Source: an optimization exercise on an open RTL-to-GDS flow (aim: small area, a short achievable clock period and few clock cycles). Production flows keep margins and buffers that such runs may drop. At most, simulation tests tie the RTL to the original design; equivalence was not proved. Function not checked in run 1: the RTL went through the layout flow alone. In run 2 the design's own scripts or RTL, not TritonCTS, make the clock network. The flow treats the clock pin as an ideal source. Dropping or thinning the clock tree relies on that and would not hold on a real chip. Power is estimated from default activity; no workload was simulated.

`flow/design.v`:
```
module krobots_alu (
    input  wire        clk,
    input  wire        rst,
    input  wire        in_valid,
    output wire        in_ready,
    input  wire [5:0]  in_op,
    input  wire [15:0] in_a,
    input  wire [15:0] in_b,
    input  wire [15:0] in_flags,
    output reg         out_valid,
    output reg  [15:0] out_result,
    output reg  [1:0]  out_dest,
    output reg         out_taken,
    output reg         out_fault
);
    localparam OP_ADD  = 6'd1,  OP_SUB  = 6'd2,  OP_OR   = 6'd3,  OP_AND  = 6'd4;
    localparam OP_XOR  = 6'd5,  OP_NOT  = 6'd6,  OP_MPY  = 6'd7,  OP_DIV  = 6'd8;
    localparam OP_MOD  = 6'd9,  OP_JMP  = 6'd12, OP_JLS  = 6'd13, OP_JGR  = 6'd14;
    localparam OP_JNE  = 6'd15, OP_JEQ  = 6'd16, OP_DO   = 6'd18, OP_LOOP = 6'd19;
    localparam OP_CMP  = 6'd20, OP_TEST = 6'd21, OP_MOV  = 6'd22, OP_INC  = 6'd33;
    localparam OP_DEC  = 6'd34, OP_SHL  = 6'd35, OP_SHR  = 6'd36, OP_ROL  = 6'd37;
    localparam OP_ROR  = 6'd38, OP_JZ   = 6'd39, OP_JNZ  = 6'd40, OP_JAE  = 6'd41;
    localparam OP_JBE  = 6'd42, OP_SAL  = 6'd43, OP_SAR  = 6'd44, OP_NEG  = 6'd45;
    localparam DEST_NONE = 2'd0, DEST_A = 2'd1, DEST_FLAGS = 2'd2, DEST_CX = 2'd3;
    reg         rdy;
    reg         s_v;
    reg  [5:0]  s_op;
    reg  [15:0] s_a, s_b, s_f;
    reg         dv;         
    reg  [2:0]  dcnt;       
    reg         d_mod;      
    reg         d_sa;       
    assign in_ready = rdy;
    wire acc      = in_valid & rdy;
    wire in_isdiv = (in_op[5:1] == 5'b00100);
    wire [5:0] o = s_op;
    wire op_add  = (o == OP_ADD);
    wire op_sub  = (o == OP_SUB);
    wire op_or   = (o == OP_OR);
    wire op_and  = (o == OP_AND);
    wire op_xor  = (o == OP_XOR);
    wire op_not  = (o == OP_NOT);
    wire op_mpy  = (o == OP_MPY);
    wire op_div  = (o[5:1] == 5'b00100);
    wire op_do   = (o == OP_DO);
    wire op_loop = (o == OP_LOOP);
    wire op_cmp  = (o == OP_CMP);
    wire op_test = (o == OP_TEST);
    wire op_mov  = (o == OP_MOV);
    wire op_inc  = (o == OP_INC);
    wire op_dec  = (o == OP_DEC);
    wire op_shl  = (o == OP_SHL) | (o == OP_SAL);
    wire op_shr  = (o == OP_SHR);
    wire op_sar  = (o == OP_SAR);
    wire op_rol  = (o == OP_ROL);
    wire op_ror  = (o == OP_ROR);
    wire op_neg  = (o == OP_NEG);
    wire op_sh   = op_shl | op_shr | op_sar | op_rol | op_ror;
    wire setup = ~dv & s_v & op_div;     
    wire        d_nq  = d_sa ^ s_b[15];
    wire [15:0] fin_v;                         
    wire        fin_n = d_mod ? d_sa : d_nq;   
    wire        xinv  = dv ? fin_n : (setup ? s_a[15] : (op_neg | op_not));
    wire        ybsel = ~dv & ~setup & (op_add | op_sub | op_cmp);
    wire        yinv  = ~dv & ~setup & (op_sub | op_cmp | op_dec | op_loop);
    wire        cin   = dv ? fin_n : (setup ? s_a[15] : (op_sub | op_cmp | op_inc | op_neg));
    wire [15:0] xsrc  = dv ? fin_v : s_a;
    wire [15:0] ax    = xsrc ^ {16{xinv}};
    wire [15:0] ay    = ({16{ybsel}} & s_b) ^ {16{yinv}};
    wire [15:0] sum   = ax + ay + {15'd0, cin};
    wire        sum_z = (sum == 16'd0);
    wire [15:0] a = s_a;
    wire [15:0] b = s_b;
    wire [15:0] a_or  = a | b;
    wire [15:0] a_and = a & b;
    reg  [15:0] lu;
    always @(*) begin
        if (op_or)       lu = a_or;
        else if (op_and) lu = a_and;
        else if (op_xor) lu = a ^ b;
        else if (op_mov) lu = b;
        else             lu = a;
    end
    function [4:0] lzc16(input [15:0] v);
        integer i;
        begin
            lzc16 = 5'd16;
            for (i = 0; i < 16; i = i + 1)
                if (v[i]) lzc16 = 5'd15 - i[4:0];
        end
    endfunction
    wire [4:0]  lza   = lzc16(sum);                        
    wire [4:0]  lzb   = lzc16(s_b ^ {16{s_b[15]}});        
    wire [5:0]  dlz   = {1'b0, lzb} - {1'b0, lza};
    wire        bzero = (s_b == 16'd0);
    wire        qzero = dlz[5];                            
    wire [2:0]  m     = dlz[4] ? 3'd7 : dlz[3:1];          
    wire [3:0]  c     = s_b[3:0];
    wire        sh_r  = op_shr | op_sar | op_ror;
    wire [3:0]  amt   = setup ? {~m, 1'b0} : (sh_r ? (4'd0 - c) : c);
    wire [31:0] rot_w = {sum, sum} << amt;
    wire [15:0] rot   = rot_w[31:16];
    reg  [15:0] thr;                                       
    integer k;
    always @(*)
        for (k = 0; k < 16; k = k + 1)
            thr[k] = (k[3:0] >= amt);
    wire        keep_t  = setup | op_shl | op_rol | op_ror | (c == 4'd0);
    wire        keep_n  = ~setup & ~op_shl;
    wire        fill    = op_sar & s_a[15];
    wire [15:0] sh_out;
    genvar g;
    generate
        for (g = 0; g < 16; g = g + 1) begin : g_sh
            assign sh_out[g] = (thr[g] ? keep_t : keep_n) ? rot[g] : fill;
        end
    endgenerate
    wire [15:0] norm_r = rot & ~thr;                       
    wire [16:0] yd = {1'b1, s_b ^ {16{~s_b[15]}}};
    wire        cd = ~s_b[15];
    wire [16:0] t1 = {out_result, s_a[15]};
    wire [17:0] d1 = {1'b0, t1} + {1'b0, yd} + {17'd0, cd};
    wire        q1 = d1[17];
    wire [15:0] r1 = q1 ? d1[15:0] : t1[15:0];
    wire [16:0] t2 = {r1, s_a[14]};
    wire [17:0] d2 = {1'b0, t2} + {1'b0, yd} + {17'd0, cd};
    wire        q2 = d2[17];
    wire [15:0] r2 = q2 ? d2[15:0] : t2[15:0];
    wire [15:0] xq = {s_a[13:0], q1, q2};
    assign fin_v = d_mod ? r2 : xq;
    wire [15:0] mpy_r;
    mul16lo u_mul (.a(s_a), .b(s_b), .y(mpy_r));
    wire cmp_e = sum_z;
    wire cmp_l = (a[15] ^ b[15]) ? a[15] : sum[15];
    wire cmp_g = ~cmp_l & ~cmp_e;
    wire cmp_z = (a_or == 16'd0);
    wire tst_z = (a_and == 16'd0);
    wire tst_e = ((b & ~a) == 16'd0);
    wire [3:0] flg = op_cmp ? {cmp_z, cmp_g, cmp_l, cmp_e} : {tst_z, 2'b00, tst_e};
    wire fl_e = s_f[0];
    wire fl_l = s_f[1];
    wire fl_g = s_f[2];
    wire fl_z = s_f[3];
    reg taken;
    always @(*) begin
        case (o)
            OP_LOOP: taken = ~sum[15] & ~sum_z;
            OP_JMP:  taken = 1'b1;
            OP_JLS:  taken = fl_l;
            OP_JGR:  taken = fl_g;
            OP_JNE:  taken = ~fl_e;
            OP_JEQ:  taken = fl_e;
            OP_JZ:   taken = fl_z;
            OP_JNZ:  taken = ~fl_z;
            OP_JAE:  taken = fl_e | fl_g;
            OP_JBE:  taken = fl_e | fl_l;
            default: taken = 1'b0;
        endcase
    end
    wire use_sum  = op_add | op_sub | op_inc | op_dec | op_neg | op_not | op_loop;
    wire use_lu   = op_or | op_and | op_xor | op_mov | op_do;
    wire use_flg  = op_cmp | op_test;
    wire dest_a   = use_sum & ~op_loop | op_or | op_and | op_xor | op_mov | op_mpy | op_sh;
    wire dest_cx  = op_do | op_loop;
    wire [1:0] dest = use_flg ? DEST_FLAGS : {dest_cx, dest_a | dest_cx};
    reg [15:0] res;
    always @(*) begin
        if (use_sum)      res = sum;
        else if (use_lu)  res = lu;
        else if (use_flg) res = {s_f[15:4], flg};
        else if (op_mpy)  res = mpy_r;
        else if (op_sh)   res = sh_out;
        else              res = 16'd0;
    end
    always @(posedge clk) begin
        s_op <= in_op;
        s_f  <= in_flags;
        s_a  <= rdy ? in_a : (dv ? xq : sh_out);
        if (rdy) s_b <= in_b;
        if (setup) begin
            d_mod <= o[0];
            d_sa  <= s_a[15];
            dcnt  <= m;
        end else begin
            dcnt  <= dcnt - 3'd1;
        end
        out_taken <= 1'b0;
        out_fault <= 1'b0;
        if (dv) begin
            out_result <= (dcnt == 3'd0) ? sum : r2;
            out_dest   <= DEST_A;
        end else if (setup) begin
            out_result <= bzero ? 16'd0 : (qzero ? (o[0] ? a : 16'd0) : norm_r);
            out_dest   <= bzero ? DEST_NONE : DEST_A;
            out_fault  <= bzero;
        end else begin
            out_result <= res;
            out_dest   <= dest;
            out_taken  <= taken;
        end
        if (rst) begin
            rdy       <= 1'b1;
            s_v       <= 1'b0;
            dv        <= 1'b0;
            out_valid <= 1'b0;
        end else begin
            s_v <= acc;
            if (dv) begin
                dv        <= (dcnt != 3'd0);
                out_valid <= (dcnt == 3'd0);
                rdy       <= (dcnt == 3'd1) | ((dcnt == 3'd0) & ~(acc & in_isdiv));
            end else if (setup) begin
                dv        <= ~bzero & ~qzero;
                out_valid <= bzero | qzero;
                rdy       <= bzero | qzero | (m == 3'd0);
            end else begin
                out_valid <= s_v;
                rdy       <= ~(acc & in_isdiv);
            end
        end
    end
endmodule
module mul16lo(input [15:0] a, input [15:0] b, output [15:0] y);
    wire pp0_0 = a[0] & b[0];
    wire pp0_1 = a[0] & b[1];
    wire pp0_2 = a[0] & b[2];
    wire pp0_3 = a[0] & b[3];
    wire pp0_4 = a[0] & b[4];
    wire pp0_5 = a[0] & b[5];
    wire pp0_6 = a[0] & b[6];
    wire pp0_7 = a[0] & b[7];
    wire pp0_8 = a[0] & b[8];
    wire pp0_9 = a[0] & b[9];
    wire pp0_10 = a[0] & b[10];
    wire pp0_11 = a[0] & b[11];
    wire pp0_12 = a[0] & b[12];
    wire pp0_13 = a[0] & b[13];
    wire pp0_14 = a[0] & b[14];
    wire pp0_15 = a[0] & b[15];
    wire pp1_0 = a[1] & b[0];
    wire pp1_1 = a[1] & b[1];
    wire pp1_2 = a[1] & b[2];
    wire pp1_3 = a[1] & b[3];
    wire pp1_4 = a[1] & b[4];
    wire pp1_5 = a[1] & b[5];
    wire pp1_6 = a[1] & b[6];
    wire pp1_7 = a[1] & b[7];
    wire pp1_8 = a[1] & b[8];
    wire pp1_9 = a[1] & b[9];
    wire pp1_10 = a[1] & b[10];
    wire pp1_11 = a[1] & b[11];
    wire pp1_12 = a[1] & b[12];
    wire pp1_13 = a[1] & b[13];
    wire pp1_14 = a[1] & b[14];
    wire pp2_0 = a[2] & b[0];
    wire pp2_1 = a[2] & b[1];
    wire pp2_2 = a[2] & b[2];
    wire pp2_3 = a[2] & b[3];
    wire pp2_4 = a[2] & b[4];
    wire pp2_5 = a[2] & b[5];
    wire pp2_6 = a[2] & b[6];
    wire pp2_7 = a[2] & b[7];
    wire pp2_8 = a[2] & b[8];
    wire pp2_9 = a[2] & b[9];
    wire pp2_10 = a[2] & b[10];
    wire pp2_11 = a[2] & b[11];
    wire pp2_12 = a[2] & b[12];
    wire pp2_13 = a[2] & b[13];
    wire pp3_0 = a[3] & b[0];
    wire pp3_1 = a[3] & b[1];
    wire pp3_2 = a[3] & b[2];
    wire pp3_3 = a[3] & b[3];
    wire pp3_4 = a[3] & b[4];
    wire pp3_5 = a[3] & b[5];
    wire pp3_6 = a[3] & b[6];
    wire pp3_7 = a[3] & b[7];
    wire pp3_8 = a[3] & b[8];
    wire pp3_9 = a[3] & b[9];
    wire pp3_10 = a[3] & b[10];
    wire pp3_11 = a[3] & b[11];
    wire pp3_12 = a[3] & b[12];
    wire pp4_0 = a[4] & b[0];
    wire pp4_1 = a[4] & b[1];
    wire pp4_2 = a[4] & b[2];
    wire pp4_3 = a[4] & b[3];
    wire pp4_4 = a[4] & b[4];
    wire pp4_5 = a[4] & b[5];
    wire pp4_6 = a[4] & b[6];
    wire pp4_7 = a[4] & b[7];
    wire pp4_8 = a[4] & b[8];
    wire pp4_9 = a[4] & b[9];
    wire pp4_10 = a[4] & b[10];
    wire pp4_11 = a[4] & b[11];
    wire pp5_0 = a[5] & b[0];
    wire pp5_1 = a[5] & b[1];
    wire pp5_2 = a[5] & b[2];
    wire pp5_3 = a[5] & b[3];
    wire pp5_4 = a[5] & b[4];
    wire pp5_5 = a[5] & b[5];
    wire pp5_6 = a[5] & b[6];
    wire pp5_7 = a[5] & b[7];
    wire pp5_8 = a[5] & b[8];
    wire pp5_9 = a[5] & b[9];
    wire pp5_10 = a[5] & b[10];
    wire pp6_0 = a[6] & b[0];
    wire pp6_1 = a[6] & b[1];
    wire pp6_2 = a[6] & b[2];
    wire pp6_3 = a[6] & b[3];
    wire pp6_4 = a[6] & b[4];
    wire pp6_5 = a[6] & b[5];
    wire pp6_6 = a[6] & b[6];
    wire pp6_7 = a[6] & b[7];
    wire pp6_8 = a[6] & b[8];
    wire pp6_9 = a[6] & b[9];
    wire pp7_0 = a[7] & b[0];
    wire pp7_1 = a[7] & b[1];
    wire pp7_2 = a[7] & b[2];
    wire pp7_3 = a[7] & b[3];
    wire pp7_4 = a[7] & b[4];
    wire pp7_5 = a[7] & b[5];
    wire pp7_6 = a[7] & b[6];
    wire pp7_7 = a[7] & b[7];
    wire pp7_8 = a[7] & b[8];
    wire pp8_0 = a[8] & b[0];
    wire pp8_1 = a[8] & b[1];
    wire pp8_2 = a[8] & b[2];
    wire pp8_3 = a[8] & b[3];
    wire pp8_4 = a[8] & b[4];
    wire pp8_5 = a[8] & b[5];
    wire pp8_6 = a[8] & b[6];
    wire pp8_7 = a[8] & b[7];
    wire pp9_0 = a[9] & b[0];
    wire pp9_1 = a[9] & b[1];
    wire pp9_2 = a[9] & b[2];
    wire pp9_3 = a[9] & b[3];
    wire pp9_4 = a[9] & b[4];
    wire pp9_5 = a[9] & b[5];
    wire pp9_6 = a[9] & b[6];
    wire pp10_0 = a[10] & b[0];
    wire pp10_1 = a[10] & b[1];
    wire pp10_2 = a[10] & b[2];
    wire pp10_3 = a[10] & b[3];
    wire pp10_4 = a[10] & b[4];
    wire pp10_5 = a[10] & b[5];
    wire pp11_0 = a[11] & b[0];
    wire pp11_1 = a[11] & b[1];
    wire pp11_2 = a[11] & b[2];
    wire pp11_3 = a[11] & b[3];
    wire pp11_4 = a[11] & b[4];
    wire pp12_0 = a[12] & b[0];
    wire pp12_1 = a[12] & b[1];
    wire pp12_2 = a[12] & b[2];
    wire pp12_3 = a[12] & b[3];
    wire pp13_0 = a[13] & b[0];
    wire pp13_1 = a[13] & b[1];
    wire pp13_2 = a[13] & b[2];
    wire pp14_0 = a[14] & b[0];
    wire pp14_1 = a[14] & b[1];
    wire pp15_0 = a[15] & b[0];
    wire hs0 = pp0_13 ^ pp1_12;
    wire hc0 = pp0_13 & pp1_12;
    wire fs1 = pp0_14 ^ pp1_13 ^ pp2_12;
    wire fc1 = (pp0_14 & pp1_13) | (pp0_14 & pp2_12) | (pp1_13 & pp2_12);
    wire hs2 = pp3_11 ^ pp4_10;
    wire hc2 = pp3_11 & pp4_10;
    wire fs3 = pp0_15 ^ pp1_14 ^ pp2_13;
    wire fc3 = (pp0_15 & pp1_14) | (pp0_15 & pp2_13) | (pp1_14 & pp2_13);
    wire fs4 = pp3_12 ^ pp4_11 ^ pp5_10;
    wire fc4 = (pp3_12 & pp4_11) | (pp3_12 & pp5_10) | (pp4_11 & pp5_10);
    wire hs5 = pp6_9 ^ pp7_8;
    wire hc5 = pp6_9 & pp7_8;
    wire hs6 = pp0_9 ^ pp1_8;
    wire hc6 = pp0_9 & pp1_8;
    wire fs7 = pp0_10 ^ pp1_9 ^ pp2_8;
    wire fc7 = (pp0_10 & pp1_9) | (pp0_10 & pp2_8) | (pp1_9 & pp2_8);
    wire hs8 = pp3_7 ^ pp4_6;
    wire hc8 = pp3_7 & pp4_6;
    wire fs9 = pp0_11 ^ pp1_10 ^ pp2_9;
    wire fc9 = (pp0_11 & pp1_10) | (pp0_11 & pp2_9) | (pp1_10 & pp2_9);
    wire fs10 = pp3_8 ^ pp4_7 ^ pp5_6;
    wire fc10 = (pp3_8 & pp4_7) | (pp3_8 & pp5_6) | (pp4_7 & pp5_6);
    wire hs11 = pp6_5 ^ pp7_4;
    wire hc11 = pp6_5 & pp7_4;
    wire fs12 = pp0_12 ^ pp1_11 ^ pp2_10;
    wire fc12 = (pp0_12 & pp1_11) | (pp0_12 & pp2_10) | (pp1_11 & pp2_10);
    wire fs13 = pp3_9 ^ pp4_8 ^ pp5_7;
    wire fc13 = (pp3_9 & pp4_8) | (pp3_9 & pp5_7) | (pp4_8 & pp5_7);
    wire fs14 = pp6_6 ^ pp7_5 ^ pp8_4;
    wire fc14 = (pp6_6 & pp7_5) | (pp6_6 & pp8_4) | (pp7_5 & pp8_4);
    wire hs15 = pp9_3 ^ pp10_2;
    wire hc15 = pp9_3 & pp10_2;
    wire fs16 = hs0 ^ pp2_11 ^ pp3_10;
    wire fc16 = (hs0 & pp2_11) | (hs0 & pp3_10) | (pp2_11 & pp3_10);
    wire fs17 = pp4_9 ^ pp5_8 ^ pp6_7;
    wire fc17 = (pp4_9 & pp5_8) | (pp4_9 & pp6_7) | (pp5_8 & pp6_7);
    wire fs18 = pp7_6 ^ pp8_5 ^ pp9_4;
    wire fc18 = (pp7_6 & pp8_5) | (pp7_6 & pp9_4) | (pp8_5 & pp9_4);
    wire fs19 = pp10_3 ^ pp11_2 ^ pp12_1;
    wire fc19 = (pp10_3 & pp11_2) | (pp10_3 & pp12_1) | (pp11_2 & pp12_1);
    wire fs20 = fs1 ^ hs2 ^ pp5_9;
    wire fc20 = (fs1 & hs2) | (fs1 & pp5_9) | (hs2 & pp5_9);
    wire fs21 = pp6_8 ^ pp7_7 ^ pp8_6;
    wire fc21 = (pp6_8 & pp7_7) | (pp6_8 & pp8_6) | (pp7_7 & pp8_6);
    wire fs22 = pp9_5 ^ pp10_4 ^ pp11_3;
    wire fc22 = (pp9_5 & pp10_4) | (pp9_5 & pp11_3) | (pp10_4 & pp11_3);
    wire fs23 = pp12_2 ^ pp13_1 ^ pp14_0;
    wire fc23 = (pp12_2 & pp13_1) | (pp12_2 & pp14_0) | (pp13_1 & pp14_0);
    wire fs24 = fs3 ^ fs4 ^ hs5;
    wire fc24 = (fs3 & fs4) | (fs3 & hs5) | (fs4 & hs5);
    wire fs25 = pp8_7 ^ pp9_6 ^ pp10_5;
    wire fc25 = (pp8_7 & pp9_6) | (pp8_7 & pp10_5) | (pp9_6 & pp10_5);
    wire fs26 = pp11_4 ^ pp12_3 ^ pp13_2;
    wire fc26 = (pp11_4 & pp12_3) | (pp11_4 & pp13_2) | (pp12_3 & pp13_2);
    wire fs27 = pp14_1 ^ pp15_0 ^ fc1;
    wire fc27 = (pp14_1 & pp15_0) | (pp14_1 & fc1) | (pp15_0 & fc1);
    wire hs28 = pp0_6 ^ pp1_5;
    wire hc28 = pp0_6 & pp1_5;
    wire fs29 = pp0_7 ^ pp1_6 ^ pp2_5;
    wire fc29 = (pp0_7 & pp1_6) | (pp0_7 & pp2_5) | (pp1_6 & pp2_5);
    wire hs30 = pp3_4 ^ pp4_3;
    wire hc30 = pp3_4 & pp4_3;
    wire fs31 = pp0_8 ^ pp1_7 ^ pp2_6;
    wire fc31 = (pp0_8 & pp1_7) | (pp0_8 & pp2_6) | (pp1_7 & pp2_6);
    wire fs32 = pp3_5 ^ pp4_4 ^ pp5_3;
    wire fc32 = (pp3_5 & pp4_4) | (pp3_5 & pp5_3) | (pp4_4 & pp5_3);
    wire hs33 = pp6_2 ^ pp7_1;
    wire hc33 = pp6_2 & pp7_1;
    wire fs34 = hs6 ^ pp2_7 ^ pp3_6;
    wire fc34 = (hs6 & pp2_7) | (hs6 & pp3_6) | (pp2_7 & pp3_6);
    wire fs35 = pp4_5 ^ pp5_4 ^ pp6_3;
    wire fc35 = (pp4_5 & pp5_4) | (pp4_5 & pp6_3) | (pp5_4 & pp6_3);
    wire fs36 = pp7_2 ^ pp8_1 ^ pp9_0;
    wire fc36 = (pp7_2 & pp8_1) | (pp7_2 & pp9_0) | (pp8_1 & pp9_0);
    wire fs37 = fs7 ^ hs8 ^ pp5_5;
    wire fc37 = (fs7 & hs8) | (fs7 & pp5_5) | (hs8 & pp5_5);
    wire fs38 = pp6_4 ^ pp7_3 ^ pp8_2;
    wire fc38 = (pp6_4 & pp7_3) | (pp6_4 & pp8_2) | (pp7_3 & pp8_2);
    wire fs39 = pp9_1 ^ pp10_0 ^ hc6;
    wire fc39 = (pp9_1 & pp10_0) | (pp9_1 & hc6) | (pp10_0 & hc6);
    wire fs40 = fs9 ^ fs10 ^ hs11;
    wire fc40 = (fs9 & fs10) | (fs9 & hs11) | (fs10 & hs11);
    wire fs41 = pp8_3 ^ pp9_2 ^ pp10_1;
    wire fc41 = (pp8_3 & pp9_2) | (pp8_3 & pp10_1) | (pp9_2 & pp10_1);
    wire fs42 = pp11_0 ^ fc7 ^ hc8;
    wire fc42 = (pp11_0 & fc7) | (pp11_0 & hc8) | (fc7 & hc8);
    wire fs43 = fs12 ^ fs13 ^ fs14;
    wire fc43 = (fs12 & fs13) | (fs12 & fs14) | (fs13 & fs14);
    wire fs44 = hs15 ^ pp11_1 ^ pp12_0;
    wire fc44 = (hs15 & pp11_1) | (hs15 & pp12_0) | (pp11_1 & pp12_0);
    wire fs45 = fc9 ^ fc10 ^ hc11;
    wire fc45 = (fc9 & fc10) | (fc9 & hc11) | (fc10 & hc11);
    wire fs46 = fs16 ^ fs17 ^ fs18;
    wire fc46 = (fs16 & fs17) | (fs16 & fs18) | (fs17 & fs18);
    wire fs47 = fs19 ^ pp13_0 ^ fc12;
    wire fc47 = (fs19 & pp13_0) | (fs19 & fc12) | (pp13_0 & fc12);
    wire fs48 = fc13 ^ fc14 ^ hc15;
    wire fc48 = (fc13 & fc14) | (fc13 & hc15) | (fc14 & hc15);
    wire fs49 = fs20 ^ fs21 ^ fs22;
    wire fc49 = (fs20 & fs21) | (fs20 & fs22) | (fs21 & fs22);
    wire fs50 = fs23 ^ hc0 ^ fc16;
    wire fc50 = (fs23 & hc0) | (fs23 & fc16) | (hc0 & fc16);
    wire fs51 = fc17 ^ fc18 ^ fc19;
    wire fc51 = (fc17 & fc18) | (fc17 & fc19) | (fc18 & fc19);
    wire fs52 = fs24 ^ fs25 ^ fs26;
    wire fc52 = (fs24 & fs25) | (fs24 & fs26) | (fs25 & fs26);
    wire fs53 = fs27 ^ hc2 ^ fc20;
    wire fc53 = (fs27 & hc2) | (fs27 & fc20) | (hc2 & fc20);
    wire fs54 = fc21 ^ fc22 ^ fc23;
    wire fc54 = (fc21 & fc22) | (fc21 & fc23) | (fc22 & fc23);
    wire hs55 = pp0_4 ^ pp1_3;
    wire hc55 = pp0_4 & pp1_3;
    wire fs56 = pp0_5 ^ pp1_4 ^ pp2_3;
    wire fc56 = (pp0_5 & pp1_4) | (pp0_5 & pp2_3) | (pp1_4 & pp2_3);
    wire hs57 = pp3_2 ^ pp4_1;
    wire hc57 = pp3_2 & pp4_1;
    wire fs58 = hs28 ^ pp2_4 ^ pp3_3;
    wire fc58 = (hs28 & pp2_4) | (hs28 & pp3_3) | (pp2_4 & pp3_3);
    wire fs59 = pp4_2 ^ pp5_1 ^ pp6_0;
    wire fc59 = (pp4_2 & pp5_1) | (pp4_2 & pp6_0) | (pp5_1 & pp6_0);
    wire fs60 = fs29 ^ hs30 ^ pp5_2;
    wire fc60 = (fs29 & hs30) | (fs29 & pp5_2) | (hs30 & pp5_2);
    wire fs61 = pp6_1 ^ pp7_0 ^ hc28;
    wire fc61 = (pp6_1 & pp7_0) | (pp6_1 & hc28) | (pp7_0 & hc28);
    wire fs62 = fs31 ^ fs32 ^ hs33;
    wire fc62 = (fs31 & fs32) | (fs31 & hs33) | (fs32 & hs33);
    wire fs63 = pp8_0 ^ fc29 ^ hc30;
    wire fc63 = (pp8_0 & fc29) | (pp8_0 & hc30) | (fc29 & hc30);
    wire fs64 = fs34 ^ fs35 ^ fs36;
    wire fc64 = (fs34 & fs35) | (fs34 & fs36) | (fs35 & fs36);
    wire fs65 = fc31 ^ fc32 ^ hc33;
    wire fc65 = (fc31 & fc32) | (fc31 & hc33) | (fc32 & hc33);
    wire fs66 = fs37 ^ fs38 ^ fs39;
    wire fc66 = (fs37 & fs38) | (fs37 & fs39) | (fs38 & fs39);
    wire fs67 = fc34 ^ fc35 ^ fc36;
    wire fc67 = (fc34 & fc35) | (fc34 & fc36) | (fc35 & fc36);
    wire fs68 = fs40 ^ fs41 ^ fs42;
    wire fc68 = (fs40 & fs41) | (fs40 & fs42) | (fs41 & fs42);
    wire fs69 = fc37 ^ fc38 ^ fc39;
    wire fc69 = (fc37 & fc38) | (fc37 & fc39) | (fc38 & fc39);
    wire fs70 = fs43 ^ fs44 ^ fs45;
    wire fc70 = (fs43 & fs44) | (fs43 & fs45) | (fs44 & fs45);
    wire fs71 = fc40 ^ fc41 ^ fc42;
    wire fc71 = (fc40 & fc41) | (fc40 & fc42) | (fc41 & fc42);
    wire fs72 = fs46 ^ fs47 ^ fs48;
    wire fc72 = (fs46 & fs47) | (fs46 & fs48) | (fs47 & fs48);
    wire fs73 = fc43 ^ fc44 ^ fc45;
    wire fc73 = (fc43 & fc44) | (fc43 & fc45) | (fc44 & fc45);
    wire fs74 = fs49 ^ fs50 ^ fs51;
    wire fc74 = (fs49 & fs50) | (fs49 & fs51) | (fs50 & fs51);
    wire fs75 = fc46 ^ fc47 ^ fc48;
    wire fc75 = (fc46 & fc47) | (fc46 & fc48) | (fc47 & fc48);
    wire fs76 = fs52 ^ fs53 ^ fs54;
    wire fc76 = (fs52 & fs53) | (fs52 & fs54) | (fs53 & fs54);
    wire fs77 = fc49 ^ fc50 ^ fc51;
    wire fc77 = (fc49 & fc50) | (fc49 & fc51) | (fc50 & fc51);
    wire hs78 = pp0_3 ^ pp1_2;
    wire hc78 = pp0_3 & pp1_2;
    wire fs79 = hs55 ^ pp2_2 ^ pp3_1;
    wire fc79 = (hs55 & pp2_2) | (hs55 & pp3_1) | (pp2_2 & pp3_1);
    wire fs80 = fs56 ^ hs57 ^ pp5_0;
    wire fc80 = (fs56 & hs57) | (fs56 & pp5_0) | (hs57 & pp5_0);
    wire fs81 = fs58 ^ fs59 ^ fc56;
    wire fc81 = (fs58 & fs59) | (fs58 & fc56) | (fs59 & fc56);
    wire fs82 = fs60 ^ fs61 ^ fc58;
    wire fc82 = (fs60 & fs61) | (fs60 & fc58) | (fs61 & fc58);
    wire fs83 = fs62 ^ fs63 ^ fc60;
    wire fc83 = (fs62 & fs63) | (fs62 & fc60) | (fs63 & fc60);
    wire fs84 = fs64 ^ fs65 ^ fc62;
    wire fc84 = (fs64 & fs65) | (fs64 & fc62) | (fs65 & fc62);
    wire fs85 = fs66 ^ fs67 ^ fc64;
    wire fc85 = (fs66 & fs67) | (fs66 & fc64) | (fs67 & fc64);
    wire fs86 = fs68 ^ fs69 ^ fc66;
    wire fc86 = (fs68 & fs69) | (fs68 & fc66) | (fs69 & fc66);
    wire fs87 = fs70 ^ fs71 ^ fc68;
    wire fc87 = (fs70 & fs71) | (fs70 & fc68) | (fs71 & fc68);
    wire fs88 = fs72 ^ fs73 ^ fc70;
    wire fc88 = (fs72 & fs73) | (fs72 & fc70) | (fs73 & fc70);
    wire fs89 = fs74 ^ fs75 ^ fc72;
    wire fc89 = (fs74 & fs75) | (fs74 & fc72) | (fs75 & fc72);
    wire fs90 = fs76 ^ fs77 ^ fc74;
    wire fc90 = (fs76 & fs77) | (fs76 & fc74) | (fs77 & fc74);
    wire hs91 = pp0_2 ^ pp1_1;
    wire hc91 = pp0_2 & pp1_1;
    wire fs92 = hs78 ^ pp2_1 ^ pp3_0;
    wire fc92 = (hs78 & pp2_1) | (hs78 & pp3_0) | (pp2_1 & pp3_0);
    wire fs93 = fs79 ^ pp4_0 ^ hc78;
    wire fc93 = (fs79 & pp4_0) | (fs79 & hc78) | (pp4_0 & hc78);
    wire fs94 = fs80 ^ hc55 ^ fc79;
    wire fc94 = (fs80 & hc55) | (fs80 & fc79) | (hc55 & fc79);
    wire fs95 = fs81 ^ hc57 ^ fc80;
    wire fc95 = (fs81 & hc57) | (fs81 & fc80) | (hc57 & fc80);
    wire fs96 = fs82 ^ fc59 ^ fc81;
    wire fc96 = (fs82 & fc59) | (fs82 & fc81) | (fc59 & fc81);
    wire fs97 = fs83 ^ fc61 ^ fc82;
    wire fc97 = (fs83 & fc61) | (fs83 & fc82) | (fc61 & fc82);
    wire fs98 = fs84 ^ fc63 ^ fc83;
    wire fc98 = (fs84 & fc63) | (fs84 & fc83) | (fc63 & fc83);
    wire fs99 = fs85 ^ fc65 ^ fc84;
    wire fc99 = (fs85 & fc65) | (fs85 & fc84) | (fc65 & fc84);
    wire fs100 = fs86 ^ fc67 ^ fc85;
    wire fc100 = (fs86 & fc67) | (fs86 & fc85) | (fc67 & fc85);
    wire fs101 = fs87 ^ fc69 ^ fc86;
    wire fc101 = (fs87 & fc69) | (fs87 & fc86) | (fc69 & fc86);
    wire fs102 = fs88 ^ fc71 ^ fc87;
    wire fc102 = (fs88 & fc71) | (fs88 & fc87) | (fc71 & fc87);
    wire fs103 = fs89 ^ fc73 ^ fc88;
    wire fc103 = (fs89 & fc73) | (fs89 & fc88) | (fc73 & fc88);
    wire fs104 = fs90 ^ fc75 ^ fc89;
    wire fc104 = (fs90 & fc75) | (fs90 & fc89) | (fc75 & fc89);
    wire [15:0] ra = {fs104, fs103, fs102, fs101, fs100, fs99, fs98, fs97, fs96, fs95, fs94, fs93, fs92, hs91, pp0_1, pp0_0};
    wire [15:0] rb = {fc103, fc102, fc101, fc100, fc99, fc98, fc97, fc96, fc95, fc94, fc93, fc92, hc91, pp2_0, pp1_0, 1'b0};
    assign y = ra + rb;
endmodule
```
`flow/constraint.sdc`:
```
create_clock -name core_clock -period 42.0 [get_ports {clk}]
set_input_delay 8.4000 -clock core_clock [delete_from_list [all_inputs] [get_ports {clk}]]
set_output_delay 8.4000 -clock core_clock [all_outputs]
set_load 0.01 [all_outputs]
```
`flow/config.mk`:
```
export PLATFORM = sky130hd
export DESIGN_NAME = krobots_alu
export DESIGN_NICKNAME = krobots_alu
export VERILOG_FILES = /design/flow/design.v
export SDC_FILE = /design/flow/constraint.sdc
export NUM_CORES = 4
export LEC_CHECK = 0
export CAP_MARGIN = 20
export CORE_MARGIN = 2
export CORE_UTILIZATION = 40
export SLEW_MARGIN = 20
```
`flow/run.sh`:
```
#!/bin/bash
# synth_recipe.tcl (not shown) runs the flow's synth.tcl, then flattens the netlist and writes it again
# the make line also repeats each setting of config.mk as NAME=value (left out here)
make -C /OpenROAD-flow-scripts/flow DESIGN_CONFIG=/design/flow/config.mk WORK_HOME=/design/flow/orfs CLKGATE_MAP_FILE= SYNTH_SCRIPT=/design/flow/synth_recipe.tcl finish
```
==> results by group, run 1 <==
STA
  • Number of pins exceeding their max-slew limit in the final report: 0
  • Tcrit/Tclk final: a little over a third
  • Measured slew at the worst slew-check pin: approximately 1.1 ns
  • Worst clock skew: between 0.01 and 0.015 ns
  • Slew Limit Headroom: a little under a quarter
  • Setup repair after global routing missed its margin: no
  • Min Tclk post-route: ~15 ns
  • Finish-stage setup viols: 0
  • Count of final hold-check violations: 0
  • Achievable clock frequency: ~68 MHz
  • Worst setup margin: about 27 ns
  • Total Negative Setup Slacks: 0 ns

Drt
  • Starting DRT DRC Count: 1488
  • Router iterations before antenna repair: 6
  • Remaining routing DRC violations: 0
  • Vias: between 15000 and 20000
  • Drt wl/cell: around 25 um
  • Number of nets with antenna violations after detailed routing: 0
  • Total routed wirelength: 59600 um
  • Via density per instance: 6.22

Worst setup path
  • Startpoint-to-endpoint class of the critical path: flop to flop
  • Crit path DAT: 14.95 ns
  • Worst endpoint required time: about 42 ns
  • Peak per-stage delay on the critical path: 0.88 ns
  • Max stage delay cell, worst path: sky130_fd_sc_hd__o21ai_1
  • R2R Setup Slk: 27.27 ns
  • Element type at the critical path end: flop
  • Crit path launch type: flop
  • Largest driver fanout on the critical path: 30

Clock tree
  • Clock latency reported for the late side of the worst-skew pair: 0.37 ns
  • Clock input transition at the sequential cells of the worst setup and hold paths: 0.07 ns
  • CTS tree: built
  • Inserted Clock Buffers: 9
  • Sink count of the clock tree: 83
  • Maximum level of the CTS H-tree: 3
  • Post-cts resize count: 0
  • Hold Buf Count CTS: 0
  • CTS Buffer Depth: 2
  • Post-CTS setup repair buffer count: 0
  • Cell chosen for the clock root: sky130_fd_sc_hd__clkbuf_16

Final layout
  • Number of nets in the layout: roughly 2200
  • Area growth from synthesis to final layout: 10.1%
  • Layout cells sized above 1: between 5 and 6%
  • Final instance area: ~16000 um2
  • Non-Filler Instances: 2415
  • Utilization after layout: approximately 45%
  • Final antenna diode count: 0

Power
  • Switching power: about 0.4 mW
  • Leakage: ~7 nW
  • Pwr/cell area: 47.9 nW/um2
  • Part of the power in combinational logic: about three quarters
  • Proportion of total power due to net switching: 52.2%
  • Reg power frac: between 10% and 20%
  • VDD IR-drop max: roughly 0.05 mV
  • Power share of the clock group: a little under an eighth
  • Internal Power: 0.363 mW

Place
  • Number of port buffers: 78
  • Pre-CTS setup slack: 27.53 ns
  • DP Wirelength: 46200 um
  • Placed cell areas: ~16000 um2
  • Global placement routability congestion: ~1.0
  • Placed Cells incl. Taps: about 2400

Floorplanning
  • Num ports: 79
  • Standard cell core area: about 36000 um2
  • Chip Height: just under 200 um
  • Floorplan die width: 194 um
  • Initial standard-cell utilization of the core: between 40% and 50%
  • Die area: approximately 38000 um2
  • Number of rows created at floorplan: 69

Global routing
  • Vias in the first global route: roughly 14000
  • Congestion Overflow GR: 0
  • Pin count of the biggest net entering global routing: 72
  • Wire length of the first global-routing pass: 89500 um
  • Initial antenna violation count: 1
  • GRT Total Usage: 31.1%

Synth
  • Syn_area_per_cell: 7.41 um2
  • Register bit count reported by yosys: between 80 and 90
  • Netlist area before placement: 14400 um2
  • Top flip-flop cell by instance count after synthesis: sky130_fd_sc_hd__dfxtp_1
  • Number of flops mapped to enable cells by yosys: 18
  • FFs w/ async S/R, synth: 0%
  • Ys Warns: 1
  • Sequential-to-total area share from yosys stat: ~13%
  • Gate Count Post-Synth: just under 2000
  • Number of distinct library cells after synthesis: 96

Run
  • Total of max-cap violations: 0

Min path
  • Class of the tightest hold or removal check: flop to flop

Run status
  • Status: no timing/DRC/antenna violations
==> power groups by stage <==
stage	sequential, mW	combinational [mW]	clock (mW)
detailed placement	0.106	0.553	0
CTS	0.104	0.559	0.0901
floorplan	0.0972	0.391	0
global route	0.105	0.620	0.0926
global placement	0.106	0.550	0
finish	0.105	0.567	0.0894
==> worst paths after layout <==
path / from / to / cells past startpoint
setup / recovery: s_b[15]$_DFFE_PP_ / out_result[2]$_DFF_P_ / 46
hold / removal: dcnt[0]$_DFF_P_ / dcnt[0]$_DFF_P_ / 1
setup reg to reg: s_b[15]$_DFFE_PP_ / out_result[2]$_DFF_P_ / 46
hold reg to reg: dcnt[0]$_DFF_P_ / dcnt[0]$_DFF_P_ / 1
==> metrics by stage <==
stage / hold WS [ns] / power [mW]
6_report: 0.471 / 0.761
3_3_place_gp: 0.451 / 0.656
3_5_place_dp: 0.469 / 0.659
2_1_floorplan: 0.438 / 0.488
4_1_cts: 0.477 / 0.753
5_1_grt: 0.507 / 0.818
==> cells in the mapped netlist (all sizes together) (36+ instances only) <==
master | instances | area, um2
nor2 | 249 | 940
inv | 128 | 480
nand2 | 195 | 739
dfxtp | 65 | 1300
ha | 129 | 1610
clkbuf | 96 | 360
nand3 | 36 | 180
a211oi | 43 | 335
o21ai | 133 | 681
mux2i | 50 | 500
a21oi | 179 | 900
xnor2 | 77 | 674
fa | 84 | 1680
==> per-layer routing <==
metal	vias to the layer above	track usage [%]	share of wire, %
met4	0	10.7	3.6
met1	7224	44.9	45
met3	136	5.98	9.5
met2	774	46.1	42
met5	-	0	0
li1	6894	-	-
==> area by class of cell <==
class	instances	area [um2]
fill	3631	19700
multi-input combinational	1612	11600
sequential	83	1840
timing repair buffer	107	1020
tap	461	577
inverter	136	510
clock buffer	13	272
clock inverter	3	45.0
==> critical path: cells and delay by family, from the launching register on <==
kind / cells / cell delay [ns]
compound gates: 22 / 7.37
xor+xnor: 4 / 1.20
fa+ha+maj: 4 / 1.51
buf+inv: 2 / 0.35
flops: 1 / 0.62
mux: 4 / 1.13
simple gates: 10 / 2.34
==> logic make-up (layout without fill, tap and decap cells) <==
| group | Yosys count | in the layout | synth area share [%] |
|---|---|---|---|
| flops | 83 | 83 | 12.8 |
| mux | 69 | 69 | 4.98 |
| buf+inv | 253 | 259 | 6.78 |
| compound gates | 576 | 576 | 25.9 |
| simple gates | 652 | 652 | 20.5 |
| xor+xnor | 102 | 102 | 6.19 |
| fa+ha+maj | 213 | 213 | 22.8 |
==> layout by cell type, fill, tap and decap left out, types with 12 or more instances in the layout <==
cell type	netlist	routed
sky130_fd_sc_hd__a211oi_1	42	42
sky130_fd_sc_hd__a21o_1	31	31
sky130_fd_sc_hd__a21oi_1	178	178
sky130_fd_sc_hd__a221oi_1	18	18
sky130_fd_sc_hd__a31oi_1	17	17
sky130_fd_sc_hd__and3_1	13	13
sky130_fd_sc_hd__buf_4	1	28
sky130_fd_sc_hd__clkdlybuf4s50_1	0	78
sky130_fd_sc_hd__dfxtp_1	65	63
sky130_fd_sc_hd__edfxtp_1	18	18
sky130_fd_sc_hd__fa_1	84	84
sky130_fd_sc_hd__ha_1	129	129
sky130_fd_sc_hd__inv_1	126	126
sky130_fd_sc_hd__mux2_2	18	18
sky130_fd_sc_hd__mux2i_1	50	50
sky130_fd_sc_hd__nand2_1	194	194
sky130_fd_sc_hd__nand2b_1	23	23
sky130_fd_sc_hd__nand3_1	36	36
sky130_fd_sc_hd__nand4_1	12	12
sky130_fd_sc_hd__nor2_1	247	247
sky130_fd_sc_hd__nor2b_1	25	25
sky130_fd_sc_hd__nor3_1	30	30
sky130_fd_sc_hd__nor4_1	14	13
sky130_fd_sc_hd__o211ai_1	22	22
sky130_fd_sc_hd__o21a_1	15	15
sky130_fd_sc_hd__o21ai_0	122	122
sky130_fd_sc_hd__o22ai_1	15	15
sky130_fd_sc_hd__xnor2_1	77	77
sky130_fd_sc_hd__xor2_1	25	25
==> state kept, by name (all words and copies together) (netlist names) <==
register	flops
out_result	16
s_a	16
s_b	16
s_f	16
s_op	6
dcnt	3
out_dest	2
d_mod	1
d_sa	1
dv	1
out_fault	1
out_taken	1
out_valid	1
rdy	1
s_v	1
==> run 2, diff against run 1 <==
--- a/flow/design.v
+++ b/flow/design.v
@@ -28,7 +28,9 @@
     reg  [15:0] s_a, s_b, s_f;
     reg         dv;         
+    reg         fx;         
     reg  [2:0]  dcnt;       
     reg         d_mod;      
-    reg         d_sa;       
+    reg         d_neg;      
+    reg         d_cd;       
     assign in_ready = rdy;
     wire acc      = in_valid & rdy;
@@ -57,16 +59,16 @@
     wire op_neg  = (o == OP_NEG);
     wire op_sh   = op_shl | op_shr | op_sar | op_rol | op_ror;
-    wire setup = ~dv & s_v & op_div;     
-    wire        d_nq  = d_sa ^ s_b[15];
-    wire [15:0] fin_v;                         
-    wire        fin_n = d_mod ? d_sa : d_nq;   
-    wire        xinv  = dv ? fin_n : (setup ? s_a[15] : (op_neg | op_not));
-    wire        ybsel = ~dv & ~setup & (op_add | op_sub | op_cmp);
-    wire        yinv  = ~dv & ~setup & (op_sub | op_cmp | op_dec | op_loop);
-    wire        cin   = dv ? fin_n : (setup ? s_a[15] : (op_sub | op_cmp | op_inc | op_neg));
-    wire [15:0] xsrc  = dv ? fin_v : s_a;
-    wire [15:0] ax    = xsrc ^ {16{xinv}};
-    wire [15:0] ay    = ({16{ybsel}} & s_b) ^ {16{yinv}};
-    wire [15:0] sum   = ax + ay + {15'd0, cin};
+    wire alu   = ~dv & ~fx;                 
+    wire setup = alu & s_v & op_div;        
+    wire mpy   = alu & op_mpy;
+    wire [15:0] m_ra, m_rb;
+    mul16lo u_mul (.a(s_a), .b(s_b), .ra(m_ra), .rb(m_rb));
+    wire        xinv  = fx | (setup ? s_a[15] : (op_neg | op_not));
+    wire        ybsel = alu & ~setup & (op_add | op_sub | op_cmp);
+    wire        yinv  = alu & ~setup & (op_sub | op_cmp | op_dec | op_loop);
+    wire        cin   = fx | (setup ? s_a[15] : (op_sub | op_cmp | op_inc | op_neg));
+    wire [15:0] ax    = (mpy ? m_ra : s_a) ^ {16{xinv & ~mpy}};
+    wire [15:0] ay    = mpy ? m_rb : (({16{ybsel}} & s_b) ^ {16{yinv}});
+    wire [15:0] sum   = ax + ay + {15'd0, cin & ~mpy};
     wire        sum_z = (sum == 16'd0);
     wire [15:0] a = s_a;
@@ -90,7 +92,7 @@
         end
     endfunction
-    wire [4:0]  lza   = lzc16(sum);                        
-    wire [4:0]  lzb   = lzc16(s_b ^ {16{s_b[15]}});        
-    wire [5:0]  dlz   = {1'b0, lzb} - {1'b0, lza};
+    wire [4:0]  lza   = lzc16(s_a ^ {16{s_a[15]}});
+    wire [4:0]  lzb   = lzc16(s_b ^ {16{s_b[15]}});
+    wire [5:0]  dlz   = {1'b0, lzb} - {1'b0, lza} + {5'd0, s_a[15]};
     wire        bzero = (s_b == 16'd0);
     wire        qzero = dlz[5];                            
@@ -99,6 +101,8 @@
     wire        sh_r  = op_shr | op_sar | op_ror;
     wire [3:0]  amt   = setup ? {~m, 1'b0} : (sh_r ? (4'd0 - c) : c);
-    wire [31:0] rot_w = {sum, sum} << amt;
-    wire [15:0] rot   = rot_w[31:16];
+    wire [15:0] r1s   = amt[0] ? {sum[14:0], sum[15]}   : sum;
+    wire [15:0] r2s   = amt[1] ? {r1s[13:0], r1s[15:14]} : r1s;
+    wire [15:0] r3s   = amt[2] ? {r2s[11:0], r2s[15:12]} : r2s;
+    wire [15:0] rot   = amt[3] ? {r3s[7:0], r3s[15:8]}  : r3s;
     reg  [15:0] thr;                                       
     integer k;
@@ -117,18 +121,16 @@
     endgenerate
     wire [15:0] norm_r = rot & ~thr;                       
-    wire [16:0] yd = {1'b1, s_b ^ {16{~s_b[15]}}};
-    wire        cd = ~s_b[15];
+    wire [16:0] yd = {1'b1, s_b};
     wire [16:0] t1 = {out_result, s_a[15]};
-    wire [17:0] d1 = {1'b0, t1} + {1'b0, yd} + {17'd0, cd};
+    wire [17:0] d1 = {1'b0, t1} + {1'b0, yd} + {17'd0, d_cd};
     wire        q1 = d1[17];
     wire [15:0] r1 = q1 ? d1[15:0] : t1[15:0];
     wire [16:0] t2 = {r1, s_a[14]};
-    wire [17:0] d2 = {1'b0, t2} + {1'b0, yd} + {17'd0, cd};
+    wire [17:0] d2 = {1'b0, t2} + {1'b0, yd} + {17'd0, d_cd};
     wire        q2 = d2[17];
     wire [15:0] r2 = q2 ? d2[15:0] : t2[15:0];
     wire [15:0] xq = {s_a[13:0], q1, q2};
-    assign fin_v = d_mod ? r2 : xq;
-    wire [15:0] mpy_r;
-    mul16lo u_mul (.a(s_a), .b(s_b), .y(mpy_r));
+    wire [15:0] dres = d_mod ? r2 : xq;
+    wire        last = (dcnt == 3'd0);
     wire cmp_e = sum_z;
     wire cmp_l = (a[15] ^ b[15]) ? a[15] : sum[15];
@@ -158,68 +160,71 @@
         endcase
     end
-    wire use_sum  = op_add | op_sub | op_inc | op_dec | op_neg | op_not | op_loop;
+    wire use_sum  = op_add | op_sub | op_inc | op_dec | op_neg | op_not | op_loop | op_mpy;
     wire use_lu   = op_or | op_and | op_xor | op_mov | op_do;
     wire use_flg  = op_cmp | op_test;
-    wire dest_a   = use_sum & ~op_loop | op_or | op_and | op_xor | op_mov | op_mpy | op_sh;
+    wire dest_a   = use_sum & ~op_loop | op_or | op_and | op_xor | op_mov | op_sh;
     wire dest_cx  = op_do | op_loop;
     wire [1:0] dest = use_flg ? DEST_FLAGS : {dest_cx, dest_a | dest_cx};
-    reg [15:0] res;
+    wire sel_sum = fx | (alu & ~setup & use_sum);
+    reg [15:0] res_o;
     always @(*) begin
-        if (use_sum)      res = sum;
-        else if (use_lu)  res = lu;
-        else if (use_flg) res = {s_f[15:4], flg};
-        else if (op_mpy)  res = mpy_r;
-        else if (op_sh)   res = sh_out;
-        else              res = 16'd0;
+        if (dv)           res_o = last ? dres : r2;
+        else if (setup)   res_o = bzero ? 16'd0 : (qzero ? (o[0] ? a : 16'd0) : norm_r);
+        else if (use_lu)  res_o = lu;
+        else if (use_flg) res_o = {s_f[15:4], flg};
+        else if (op_sh)   res_o = sh_out;
+        else              res_o = 16'd0;
     end
+    wire rdy_base = dv ? (last | ((dcnt == 3'd1) & ~d_neg)) :
+                    (bzero | qzero | ((m == 3'd0) & ~(o[0] ? s_a[15] : (s_a[15] ^ s_b[15]))));
     always @(posedge clk) begin
         s_op <= in_op;
         s_f  <= in_flags;
-        s_a  <= rdy ? in_a : (dv ? xq : sh_out);
-        if (rdy) s_b <= in_b;
+        s_a  <= rdy ? in_a : (dv ? ((last & d_neg) ? dres : xq) : sh_out);
+        if (rdy)
+            s_b <= in_b;
+        else if (setup)
+            s_b <= s_b ^ {16{~s_b[15]}};
         if (setup) begin
             d_mod <= o[0];
-            d_sa  <= s_a[15];
+            d_neg <= o[0] ? s_a[15] : (s_a[15] ^ s_b[15]);
+            d_cd  <= ~s_b[15];
             dcnt  <= m;
         end else begin
             dcnt  <= dcnt - 3'd1;
         end
+        out_result <= sel_sum ? sum : res_o;
         out_taken <= 1'b0;
         out_fault <= 1'b0;
-        if (dv) begin
-            out_result <= (dcnt == 3'd0) ? sum : r2;
-            out_dest   <= DEST_A;
-        end else if (setup) begin
-            out_result <= bzero ? 16'd0 : (qzero ? (o[0] ? a : 16'd0) : norm_r);
+        out_dest  <= DEST_A;
+        if (setup) begin
             out_dest   <= bzero ? DEST_NONE : DEST_A;
             out_fault  <= bzero;
-        end else begin
-            out_result <= res;
+        end else if (alu) begin
             out_dest   <= dest;
             out_taken  <= taken;
         end
+        rdy <= rst | (rdy ? ~(in_valid & in_isdiv) : rdy_base);
         if (rst) begin
-            rdy       <= 1'b1;
             s_v       <= 1'b0;
             dv        <= 1'b0;
+            fx        <= 1'b0;
             out_valid <= 1'b0;
         end else begin
             s_v <= acc;
+            fx  <= dv & last & d_neg;
             if (dv) begin
-                dv        <= (dcnt != 3'd0);
-                out_valid <= (dcnt == 3'd0);
-                rdy       <= (dcnt == 3'd1) | ((dcnt == 3'd0) & ~(acc & in_isdiv));
+                dv        <= ~last;
+                out_valid <= last & ~d_neg;
             end else if (setup) begin
                 dv        <= ~bzero & ~qzero;
                 out_valid <= bzero | qzero;
-                rdy       <= bzero | qzero | (m == 3'd0);
             end else begin
-                out_valid <= s_v;
-                rdy       <= ~(acc & in_isdiv);
+                out_valid <= s_v | fx;
             end
         end
     end
 endmodule
-module mul16lo(input [15:0] a, input [15:0] b, output [15:0] y);
+module mul16lo(input [15:0] a, input [15:0] b, output [15:0] ra, output [15:0] rb);
     wire pp0_0 = a[0] & b[0];
     wire pp0_1 = a[0] & b[1];
@@ -568,6 +573,5 @@
     wire fs104 = fs90 ^ fc75 ^ fc89;
     wire fc104 = (fs90 & fc75) | (fs90 & fc89) | (fc75 & fc89);
-    wire [15:0] ra = {fs104, fs103, fs102, fs101, fs100, fs99, fs98, fs97, fs96, fs95, fs94, fs93, fs92, hs91, pp0_1, pp0_0};
-    wire [15:0] rb = {fc103, fc102, fc101, fc100, fc99, fc98, fc97, fc96, fc95, fc94, fc93, fc92, hc91, pp2_0, pp1_0, 1'b0};
-    assign y = ra + rb;
+    assign ra = {fs104, fs103, fs102, fs101, fs100, fs99, fs98, fs97, fs96, fs95, fs94, fs93, fs92, hs91, pp0_1, pp0_0};
+    assign rb = {fc103, fc102, fc101, fc100, fc99, fc98, fc97, fc96, fc95, fc94, fc93, fc92, hc91, pp2_0, pp1_0, 1'b0};
 endmodule
==> flow/flow/run.sh (new file) <==
#!/bin/bash
# Standard layout, with repair_timing asked to leave setup slack of at least
# MARGIN ns at the design's clock period (so it sizes the critical paths),
# small plain buffers on the ports, synthesis's buffers removed before
# placement (repair_design buffers what needs it), and the clock tree that
# CTS builds replaced by one level of buffers (flow/flat_clock.tcl).
set -euo pipefail
MARGIN=32.85
export POST_CTS_TCL="$(pwd)/flow/flat_clock.tcl"
bash standard.sh SETUP_SLACK_MARGIN=$MARGIN \
  "BUFFER_PORTS_ARGS=-buffer_cell sky130_fd_sc_hd__buf_1" \
  GPL_TIMING_DRIVEN=0 REMOVE_ABC_BUFFERS=1 CORE_UTILIZATION=60 \
  CAP_MARGIN=5 SLEW_MARGIN=5 finish > standard_make.log 2>&1
==> flow/flow/flat_clock.tcl (new file) <==
# Replace the clock tree that CTS built with one level of four clkbuf_16
# buffers driven by the clock port, each feeding the registers of one
# quarter of the core.
set block [ord::get_db_block]
set db [ord::get_db]
set master [$db findMaster sky130_fd_sc_hd__clkbuf_16]
set clknet [$block findNet clk]

# the registers' clock pins
set sinks {}
foreach inst [$block getInsts] {
  set mname [[$inst getMaster] getName]
  if { [regexp {__e?dfx?[a-z]*tp_} $mname] } {
    set it [$inst findITerm CLK]
    if { $it != "NULL" } { lappend sinks $it }
  }
}
puts "flat_clock: [llength $sinks] register clock pins"

# remove the CTS buffers and dummy loads, and their nets
set old_nets {}
foreach inst [$block getInsts] {
  set n [$inst getName]
  if { [string match "clkbuf_*_clk*" $n] || [string match "clkload*" $n] } {
    foreach it [$inst getITerms] {
      set net [$it getNet]
      if { $net != "NULL" && [$net getName] != "clk" } { lappend old_nets $net }
      $it disconnect
    }
    odb::dbInst_destroy $inst
  }
}
foreach it $sinks { $it disconnect }
foreach net [lsort -unique $old_nets] {
  if { [llength [$net getITerms]] == 0 && [llength [$net getBTerms]] == 0 } { odb::dbNet_destroy $net }
}

# split the registers into four groups (two halves by x, each split in two
# by y), then place a buffer at each group's centre
set xs {}
foreach it $sinks {
  set loc [[$it getInst] getLocation]
  lappend xs [list [lindex $loc 0] [lindex $loc 1] $it]
}
set xs [lsort -integer -index 0 $xs]
set half [expr {[llength $xs] / 2}]
set groups {}
foreach part [list [lrange $xs 0 [expr {$half - 1}]] [lrange $xs $half end]] {
  set part [lsort -integer -index 1 $part]
  set q [expr {[llength $part] / 2}]
  lappend groups [lrange $part 0 [expr {$q - 1}]] [lrange $part $q end]
}
# refine the four groups, keeping them the same size: each register joins
# the nearest centre with room, then the centres move to their groups
set cx {}
set cy {}
foreach grp $groups {
  set sx 0
  set sy 0
  foreach e $grp {
    incr sx [lindex $e 0]
    incr sy [lindex $e 1]
  }
  lappend cx [expr {$sx / double([llength $grp])}]
  lappend cy [expr {$sy / double([llength $grp])}]
}
set cap [expr {int(ceil([llength $xs] / 4.0))}]
for {set iter 0} {$iter < 10} {incr iter} {
  # balanced assignment: registers with the most to lose choose first
  set order {}
  foreach e $xs {
    set ds {}
    for {set k 0} {$k < 4} {incr k} {
      lappend ds [list [expr {abs([lindex $e 0] - [lindex $cx $k]) + abs([lindex $e 1] - [lindex $cy $k])}] $k]
    }
    set ds [lsort -real -index 0 $ds]
    lappend order [list [expr {[lindex $ds 1 0] - [lindex $ds 0 0]}] $e $ds]
  }
  set order [lsort -real -decreasing -index 0 $order]
  set groups [list {} {} {} {}]
  set fill [list 0 0 0 0]
  foreach o $order {
    foreach d [lindex $o 2] {
      set k [lindex $d 1]
      if { [lindex $fill $k] < $cap } {
        lset groups $k [concat [lindex $groups $k] [list [lindex $o 1]]]
        lset fill $k [expr {[lindex $fill $k] + 1}]
        break
      }
    }
  }
  for {set k 0} {$k < 4} {incr k} {
    set grp [lindex $groups $k]
    if { [llength $grp] == 0 } { continue }
    set sx 0
    set sy 0
    foreach e $grp {
      incr sx [lindex $e 0]
      incr sy [lindex $e 1]
    }
    lset cx $k [expr {$sx / double([llength $grp])}]
    lset cy $k [expr {$sy / double([llength $grp])}]
  }
}
set k 0
foreach grp $groups {
  if { [llength $grp] == 0 } { continue }
  puts "flat_clock: buffer $k drives [llength $grp] registers"
  set buf [odb::dbInst_create $block $master "clkbuf_flat_$k"]
  set net [odb::dbNet_create $block "clknet_flat_$k"]
  $net setSigType CLOCK
  $buf setLocation [expr {int([lindex $cx $k])}] [expr {int([lindex $cy $k])}]
  $buf setPlacementStatus PLACED
  [$buf findITerm A] connect $clknet
  [$buf findITerm X] connect $net
  foreach e $grp { [lindex $e 2] connect $net }
  incr k
}
$clknet setSigType CLOCK
detailed_placement
check_placement -verbose
estimate_parasitics -placement
report_clock_latency
==> flow/standard.sh (new file) <==
#!/bin/bash
# synth_recipe.tcl (not shown) runs the flow's synth.tcl, then flattens the netlist and writes it again
# the make line also repeats each setting of config.mk as NAME=value (left out here)
make -C /OpenROAD-flow-scripts/flow DESIGN_CONFIG=/design/flow/config.mk WORK_HOME=/design/flow/orfs CLKGATE_MAP_FILE= SYNTH_SCRIPT=/design/flow/synth_recipe.tcl "${@:-finish}"
removed: flow/run.sh
==> run 2 against run 1 <==
Still clean on timing, DRC and antenna. Die area shrank 33%. Synthesized cell count is essentially flat. Register-to-register slack gained 5.7 ns. Global-route usage grew 15 points. Critical endpoint is now rdy$_DFF_P_. Largest cell class unchanged.
==> results by group, run 2 <==
Run status
  • Status: no timing/DRC/antenna violations

Global routing
  • Initial antenna violation count: 2
  • Wire length of the first global-routing pass: around 90000 um
  • Congestion Overflow GR: 0
  • GRT Total Usage: between 40% and 50%
  • Pin count of the biggest net entering global routing: 40
  • Vias in the first global route: ~15000

Place
  • Number of port buffers: 78
  • DP Wirelength: around 43000 um
  • Global placement routability congestion: 1.06
  • Placed cell areas: around 15000 um2

Power
  • Part of the power in combinational logic: 67.4%
  • Power, Total: approximately 0.47 mW
  • VDD IR-drop max: around 0.048 mV
  • Internal Power: roughly 0.24 mW
  • Pwr/cell area: between 30 and 40 nW/um2
  • Power share of the clock group: 9.0%
  • Switching power: 0.230 mW
  • Proportion of total power due to net switching: between 40% and 50%
  • Reg power frac: a little under a quarter
  • Leakage: ~6.5 nW

Drt
  • Remaining routing DRC violations: 0
  • Number of nets with antenna violations after detailed routing: 0
  • Router iterations before antenna repair: 7
  • Total routed wirelength: 59400 um
  • Starting DRT DRC Count: approximately 2300
  • Via density per instance: 7.05
  • Drt wl/cell: 26.5 um
  • Vias: around 16000

Clock tree
  • Sink count of the clock tree: 85
  • Clock input transition at the sequential cells of the worst setup and hold paths: 0.08 ns
  • Clock latency reported for the late side of the worst-skew pair: approximately 0.18 ns

Final layout
  • Layout cells sized above 1: under 10%
  • Utilization after layout: approximately 64%
  • Area growth from synthesis to final layout: 5.03%
  • Most common cell after layout, fill and taps aside: sky130_fd_sc_hd__nand2_1
  • Final instance area: 15100 um2
  • Number of nets in the layout: 2184
  • Top library cells by usage in the layout, fill and taps aside: sky130_fd_sc_hd__nand2_1, sky130_fd_sc_hd__nor2_1, sky130_fd_sc_hd__o21ai_0, sky130_fd_sc_hd__inv_1, sky130_fd_sc_hd__ha_1

Run
  • Total of max-cap violations: 0

Synth
  • Gate Count Post-Synth: between 1500 and 2000
  • Cell type with the largest total area after synthesis: sky130_fd_sc_hd__fa_1
  • Ranking of synthesized cells by instance count: sky130_fd_sc_hd__nand2_1, sky130_fd_sc_hd__nor2_1, sky130_fd_sc_hd__o21ai_0
  • Number of distinct library cells after synthesis: 93
  • Ys Warns: 1
  • Netlist area before placement: around 14000 um2
  • Number of flops mapped to enable cells by yosys: 19
  • Library cell with the highest instance count after synthesis: sky130_fd_sc_hd__nand2_1
  • Syn_area_per_cell: about 7.4 um2
  • Share of the synthesized area in the top cell type: 11.8%
  • Register bit count reported by yosys: 85
  • Top flip-flop cell by instance count after synthesis: sky130_fd_sc_hd__dfxtp_1
  • Biggest area contributors in the synthesized netlist: sky130_fd_sc_hd__fa_1, sky130_fd_sc_hd__ha_1, sky130_fd_sc_hd__dfxtp_1
  • FFs w/ async S/R, synth: 0%
  • Sequential-to-total area share from yosys stat: roughly an eighth

Floorplanning
  • Num ports: 79
  • Die area: 25200 um2
  • Chip Height: 159 um
  • Floorplan die width: 159 um
  • Standard cell core area: roughly 24000 um2
  • Number of rows created at floorplan: 56
  • Initial standard-cell utilization of the core: roughly three fifths

STA
  • Setup repair after global routing missed its margin: yes
  • Achievable clock frequency: around 110 MHz
  • Number of pins exceeding their max-slew limit in the final report: 0
  • Measured slew at the worst slew-check pin: 1.20 ns
  • Count of final hold-check violations: 0
  • Total Negative Setup Slacks: 0 ns
  • Worst clock skew: 0.0334 ns
  • Min Tclk post-route: just over 9 ns
  • Worst Hold Margin: between 0.4 and 0.5 ns
  • Slew Limit Headroom: between 10% and 20%
  • Finish-stage setup viols: 0
  • Tcrit/Tclk final: between 20% and 30%

Worst setup path
  • Crit path DAT: 9.27 ns
  • Element type at the critical path end: flop
  • Startpoint-to-endpoint class of the critical path: primary input to flop
  • Worst endpoint required time: between 40 and 50 ns
  • Crit path launch type: primary input
  • Largest driver fanout on the critical path: 2

Min path
  • Class of the tightest hold or removal check: flop to flop
-- run 2: changes by cell type in the layout (fill, tap and decap cells not counted), sizes merged, moves of 17 or more --
cell and delta:
a211oi -17, clkdlybuf4s50 -78, buf +66, a21oi -59, nand2 +46, nor2 -26
xnor2 -24
-- run 2: critical path: stages --
cell and delay (ns):
sky130_fd_sc_hd__buf_6 0.09, sky130_fd_sc_hd__or4b_4 0.54, sky130_fd_sc_hd__nor3_2 0.17, sky130_fd_sc_hd__o21bai_1 0.07
-- run 2: final cells by class --
type | count | area [um2]
sequential | 85 | 1920
buffer | 4 | 100
inverter | 133 | 499
fill | 2166 | 8430
multi-input combinational | 1601 | 11600
antenna | 1 | 2.50
tap | 319 | 399
timing repair buffer | 96 | 624
-- run 2: stage by stage --
step	std cells	setup WS (ns)
floorplan	1819	32.52
global placement	2216	31.73
detailed placement	2222	32.49
global route	2238	32.73
finish	2239	32.77
-- run 2: path summary, 6_finish.rpt --
kind / start / to / slack, ns / depth (start not counted)
hold reg to reg: dcnt[0]$_DFF_P_ / dcnt[0]$_DFF_P_ / 0.48 / 1
setup reg to reg: s_a[2]$_DFF_P_ / out_result[10]$_DFF_P_ / 33.02 / 26
hold / removal: dcnt[0]$_DFF_P_ / dcnt[0]$_DFF_P_ / 0.48 / 1
setup / recovery: in_op[4] / rdy$_DFF_P_ / 32.77 / 4
-- run 2: metal layers --
layer / vias to the layer above / track usage (%) / part of all wire, %
met5: - / 0 / 0.030
met4: 2 / 26.8 / 7.5
met3: 328 / 17.0 / 15
met2: 1248 / 66.6 / 40
met1: 7350 / 57.5 / 37
li1: 6859 / - / -
-- run 2: kinds of logic after synthesis --
kind of cell	count (synthesis)	synth area share (%)
simple gates	701	22.4
compound gates	538	24.7
buf+inv	263	7.06
fa+ha+maj	206	22.3
xor+xnor	88	5.45
flops	85	13.1
mux	68	4.89
-- run 2: power by group through the flow --
stage / Clock, mW / Combinational, mW / Sequential, mW
after floorplan: 0 / 0.217 / 0.102
after global placement: 0 / 0.290 / 0.111
after detailed placement: 0 / 0.301 / 0.111
after global routing: 0.0439 / 0.343 / 0.110
final: 0.0425 / 0.317 / 0.111
Testbench counts of run 2, summed over its fixed seeds: cycles 36,227.

-- afterwards: timing with drivers on the ports --
The flow's constraints put no driver on any port. The routed layouts listed below were extracted and timed again, unchanged, in two steps.
Step 1 assumes that a clkbuf_16 drives the clock port and a buf_2 every other input.
Step 2 also shifts input and output timing later by t, the mid clock arrival at the registers, as if the neighbouring blocks saw the same clock.
Three values: no drivers, after step 1, after step 2; two values: the first two.
run	t, ns	setup slack, ns	worst setup path after step 2	latest minus earliest clock arrival (ns)
run 1	0.413	27.273 / 27.273 / 27.273	register to register	0.014 / 0.014
run 2	0.260	32.775 / 32.838 / 32.578	input to register	0.033 / 0.033
After both steps every run listed still meets setup and hold. The setup slack of run 2, which loses most, moves by +0.063 ns with the drivers and by -0.197 ns with both steps.
